This is an optimization exercise on Yosys and OpenROAD, whose aim is small area, a short achievable clock period and few clock cycles per item, not a production implementation.
Only simulation tests tie the RTL to the original design; equivalence was not proved.
Power figures rest on the tool's default switching activity, not on a simulated workload.

## npe_enc
module npe_enc #(
    parameter COMP_MAX = 8,
    parameter TEXT_MAX = 16,
    parameter LW       = 5
) (
    input  wire                  clk,
    input  wire                  rst,
    input  wire                  cmd_valid,
    output wire                  cmd_ready,
    input  wire [3:0]            cmd_op,
    input  wire [15:0]           cmd_n,
    input  wire [15:0]           cmd_x,
    input  wire [15:0]           cmd_y,
    input  wire [15:0]           cmd_r,
    input  wire                  cmd_vis,
    input  wire [1:0]            cmd_ckind,
    input  wire [2:0]            cmd_cname,
    input  wire [15:0]           cmd_cpacked,
    input  wire [7:0]            cmd_cr,
    input  wire [7:0]            cmd_cg,
    input  wire [7:0]            cmd_cb,
    input  wire [3:0]            cmd_chex_len,
    input  wire [63:0]           cmd_chex,
    input  wire [LW-1:0]         cmd_comp_len,
    input  wire [8*COMP_MAX-1:0] cmd_comp,
    input  wire [LW-1:0]         cmd_text_len,
    input  wire [8*TEXT_MAX-1:0] cmd_text,
  ...
Size in the first run: about 230 flip-flops, ~400 I/O pins.
==> flow/config.mk <==
export PLATFORM = sky130hd
export DESIGN_NAME = npe_enc
export DESIGN_NICKNAME = npe_enc
export VERILOG_FILES = /design/flow/design.v
export SDC_FILE = /design/flow/constraint.sdc
export NUM_CORES = 4
export LEC_CHECK = 0
export ABC_AREA = 1
export CAP_MARGIN = 20
export CORE_MARGIN = 2
export CORE_UTILIZATION = 55
export CTS_BUF_LIST = sky130_fd_sc_hd__clkbuf_8
export CTS_CLUSTER_DIAMETER = 60
export CTS_CLUSTER_SIZE = 16
export SLEW_MARGIN = 20
==> flow/constraint.sdc <==
create_clock -name core_clock -period 20.0 [get_ports {clk}]
set_input_delay 4.0000 -clock core_clock [delete_from_list [all_inputs] [get_ports {clk}]]
set_output_delay 4.0000 -clock core_clock [all_outputs]
set_load 0.01 [all_outputs]
standard.sh (not shown) runs the stock make flow with config.mk's settings and CLKGATE_MAP_FILE= SYNTH_SCRIPT=/design/flow/synth_recipe.tcl, a recipe that flattens the netlist after the stock synthesis.
==> flow/flow/run.sh <==
#!/bin/bash
set -euo pipefail
W=$PWD
rm -rf "$W/scripts_abc"
cp -r "$FLOW_HOME/scripts" "$W/scripts_abc"
cp "$W/flow/abc_area.script" "$W/scripts_abc/abc_area.script"
bash standard.sh SCRIPTS_DIR="$W/scripts_abc" ADDER_MAP_FILE= synth > synth.log 2>&1
export BUFFER_PORTS_ARGS="-buffer_cell sky130_fd_sc_hd__buf_1"
bash standard.sh > layout.log 2>&1
==> flow/flow/abc_area.script <==
strash
&get -n
&fraig -x
&put
scorr
dc2
strash
&get -n
&dch -f
&nf -R 1000
&put
strash
&get -n
&dch -f
&nf -R 1000
&put
Testbench counts at the start, summed over its fixed seeds: cycles 26,460, items 1,280.
Change:
==> flow/flow/run.sh (replaced) <==
#!/bin/bash
# Standard ORFS layout with these changes:
#  - every port still gets a buffer: the inputs buf_1, the outputs buf_2
#    (flow/pre_gp.tcl, run just before ORFS's own port buffering);
#  - repair_timing aims for 11.7 ns of setup slack (SETUP_SLACK_MARGIN), so
#    it also speeds up the input-to-output paths; the clock and the
#    constraints are the standard flow's.
set -euo pipefail
W=$PWD
rm -rf "$W/scripts_abc"
cp -r "$FLOW_HOME/scripts" "$W/scripts_abc"
cp "$W/flow/abc_area.script" "$W/scripts_abc/abc_area.script"
bash standard.sh SCRIPTS_DIR="$W/scripts_abc" ADDER_MAP_FILE= synth > synth.log 2>&1
export BUFFER_PORTS_ARGS="-inputs -buffer_cell sky130_fd_sc_hd__buf_1"
export PRE_GLOBAL_PLACE_TCL="$W/flow/pre_gp.tcl"
export SETUP_SLACK_MARGIN=11.7
bash standard.sh > layout.log 2>&1
==> flow/flow/pre_gp.tcl (new file) <==
# Runs before ORFS's own port buffering in global placement: buffers the
# outputs with buf_2 (the inputs then get buf_1 from BUFFER_PORTS_ARGS).
buffer_ports -outputs -buffer_cell sky130_fd_sc_hd__buf_2
- CTS_BUF_LIST: sky130_fd_sc_hd__clkbuf_8 -> sky130_fd_sc_hd__clkbuf_16
- CTS_CLUSTER_DIAMETER: 60 -> 80
- CTS_CLUSTER_SIZE: 16 -> 30
Clock power falls by 12%.
Count of clock-buffer cells in the layout falls by 10.
Global-route usage stays flat.
Wire length rises by 0.94%.
Final area falls by 0.82%.
Worst setup slack improved by 0.23 ns.

* * *

npe_enc again, from the RTL that the note above started with.
==> flow/design.v (excerpt) <==
module npe_enc #(
    parameter COMP_MAX = 8,
    parameter TEXT_MAX = 16,
    parameter LW       = 5
) (
    input  wire                  clk,
    input  wire                  rst,
    input  wire                  cmd_valid,
    output wire                  cmd_ready,
    input  wire [3:0]            cmd_op,
    input  wire [15:0]           cmd_n,
    input  wire [15:0]           cmd_x,
    input  wire [15:0]           cmd_y,
    input  wire [15:0]           cmd_r,
    input  wire                  cmd_vis,
    input  wire [1:0]            cmd_ckind,
    input  wire [2:0]            cmd_cname,
    input  wire [15:0]           cmd_cpacked,
    input  wire [7:0]            cmd_cr,
    input  wire [7:0]            cmd_cg,
    input  wire [7:0]            cmd_cb,
    input  wire [3:0]            cmd_chex_len,
    input  wire [63:0]           cmd_chex,
    input  wire [LW-1:0]         cmd_comp_len,
    input  wire [8*COMP_MAX-1:0] cmd_comp,
    input  wire [LW-1:0]         cmd_text_len,
    input  wire [8*TEXT_MAX-1:0] cmd_text,
    output wire                  tx_valid,
    output wire [7:0]            tx_data,
    input  wire                  tx_ready,
    output wire                  enc_busy,
    output reg                   err_v,
    output reg  [1:0]            err_code
);
    localparam OP_SENDME = 4'd0, OP_PAGE = 4'd1, OP_SETTXT = 4'd2,
               OP_VIS    = 4'd3, OP_CIR  = 4'd4, OP_CIRS   = 4'd5,
               OP_SETBCO = 4'd6, OP_CLICK = 4'd7, OP_RAW   = 4'd8;
    localparam CK_NAMED = 2'd0, CK_PACKED = 2'd1, CK_RGB = 2'd2, CK_HEX = 2'd3;
    localparam ERR_NONE = 2'd0, ERR_COLOR = 2'd1, ERR_ILLEGAL = 2'd2;
    localparam K_LIT = 3'd0, K_COMP = 3'd1, K_TEXT = 3'd2, K_NUM = 3'd3,
               K_COL = 3'd4, K_VIS  = 3'd5, K_TERM = 3'd6;
    localparam L_SENDME = 5'd0,  L_PAGE  = 5'd1,  L_TXT   = 5'd2,  L_QUOTE = 5'd3,
               L_VIS    = 5'd4,  L_COMMA = 5'd5,  L_CIR   = 5'd6,  L_CIRS  = 5'd7,
               L_BCO    = 5'd8,  L_REF   = 5'd9,  L_CLICK = 5'd10, L_C1    = 5'd11,
               L_C0     = 5'd12, L_COMMC = 5'd13, L_ZERO  = 5'd14, L_ONE   = 5'd15,
               L_TERM   = 5'd24;
    function [7:0] seg_desc;
        input [3:0] op;
        input [3:0] s;
        begin
            seg_desc = {K_TERM, 4'd0, 1'b1};
  ...
Settings: LEC_CHECK=0, ABC_AREA=1, CAP_MARGIN=20, CORE_MARGIN=2, CORE_UTILIZATION=55, CTS_BUF_LIST=sky130_fd_sc_hd__clkbuf_16, CTS_CLUSTER_DIAMETER=80, CTS_CLUSTER_SIZE=30, SLEW_MARGIN=20; clock period 20.0 ns.
==> flow/flow/run.sh <==
#!/bin/bash
set -euo pipefail
W=$PWD
rm -rf "$W/scripts_abc"
cp -r "$FLOW_HOME/scripts" "$W/scripts_abc"
cp "$W/flow/abc_area.script" "$W/scripts_abc/abc_area.script"
bash standard.sh SCRIPTS_DIR="$W/scripts_abc" ADDER_MAP_FILE= synth > synth.log 2>&1
export BUFFER_PORTS_ARGS="-buffer_cell sky130_fd_sc_hd__buf_1"
bash standard.sh > layout.log 2>&1
Scripts as last shown in full above: flow/flow/abc_area.script
The baseline passed the timing, DRC and antenna checks.
Testbench counts at the start, summed over its fixed seeds: cycles 26,460, items 1,280.
Rerun with:
Settings changed: CAP_MARGIN 20 to 10, CORE_UTILIZATION 55 to 60, SLEW_MARGIN 20 to 10.
=> Worst hold slack improved by 0.044 ns. Combinational power barely changes. Total power is higher by about 1.2%. Non-clock buffer count shrinks by 2. Worst setup slack loses 0.15 ns. Fmax came out lower by about 1.7%. First-iteration DRC count rises by 12%. Global-route usage came out higher by 4.9 points. Routed wire length goes up by about 4.6%. Final area drops by about 0.5%. Clock skew is about the same.
Rerun with:
--- a/flow/flow/run.sh
+++ b/flow/flow/run.sh
@@ -1,2 +1,8 @@
 #!/bin/bash
+# Standard ORFS layout with these changes:
+#  - the port buffers are made from the smallest buffer cell;
+#  - repair_timing aims for 11.7 ns of setup slack (SETUP_SLACK_MARGIN), so
+#    it also speeds up the input-to-output paths, and removes no buffer
+#    (SKIP_BUFFER_REMOVAL), so every port keeps its buffer; the clock and
+#    the constraints are the standard flow's.
 set -euo pipefail
@@ -8,2 +14,4 @@
 export BUFFER_PORTS_ARGS="-buffer_cell sky130_fd_sc_hd__buf_1"
+export SETUP_SLACK_MARGIN=11.7
+export SKIP_BUFFER_REMOVAL=1
 bash standard.sh > layout.log 2>&1
Settings changed: CAP_MARGIN 10 to 20, CORE_UTILIZATION 60 to 55, SLEW_MARGIN 10 to 20.
The new run completed without violations.
Clock skew is about the same.
Die area went up by 8.8%.
First-iteration DRC count falls by 12%.
Rerun with:
==> flow/flow/run.sh (replaced) <==
#!/bin/bash
set -euo pipefail
W=$PWD
rm -rf "$W/scripts_abc"
cp -r "$FLOW_HOME/scripts" "$W/scripts_abc"
cp "$W/flow/abc_area.script" "$W/scripts_abc/abc_area.script"
bash standard.sh SCRIPTS_DIR="$W/scripts_abc" ADDER_MAP_FILE= synth > synth.log 2>&1
export BUFFER_PORTS_ARGS="-buffer_cell sky130_fd_sc_hd__buf_1"
bash standard.sh > layout.log 2>&1
Settings changed: CTS_BUF_LIST sky130_fd_sc_hd__clkbuf_16 to sky130_fd_sc_hd__clkbuf_8, CTS_CLUSTER_DIAMETER 80 to not set, CTS_CLUSTER_SIZE 30 to not set.
Worst setup slack gets worse by 0.13 ns. Final area increases by 1.6%. Global-route usage increases by 0.49 points. Total power increases by 5.7%. Register-to-register slack gets worse by 0.26 ns. Non-clock buffer count decreases by 2. First-iteration DRC count decreases by 4.0%. Wire length increases by 1.1%.

[afterwards: timing with drivers on the ports]
The flow's constraints put no driver on any port. The routed layouts listed below were extracted and timed again, unchanged, in two steps. Step 1 (the two cells are an assumption about what drives the block):
set clk [get_ports {clk}]
set_driving_cell -lib_cell sky130_fd_sc_hd__clkbuf_16 $clk
set_driving_cell -lib_cell sky130_fd_sc_hd__buf_2 [delete_from_list [all_inputs] $clk]
Step 2 also shifts input and output timing later by t, the mid clock arrival at the registers, as if the neighbouring blocks saw the same clock. Slacks: no drivers / after step 1 / after step 2; pairs: no drivers / after step 1.
run	t (ns)	slack for setup (ns)	worst slew at a driven data input, ns
the first run of note 1	0.599	11.472 / 11.449 / 11.449	0.13
the second run of note 1	0.546	11.704 / 11.662 / 11.662	0.12
the first run of note 2	0.538	11.471 / 11.449 / 11.449	0.13
the second run of note 2	0.542	11.326 / 11.326 / 11.326	0.11
the third run of note 2	0.538	11.606 / 11.563 / 11.563	0.12
the fourth run of note 2	0.587	11.477 / 11.455 / 11.455	0.13
After both steps setup and hold are still met in every run listed. The setup slack of the third run of note 2, which loses most, moves by -0.043 ns with the drivers and by -0.043 ns with both steps.
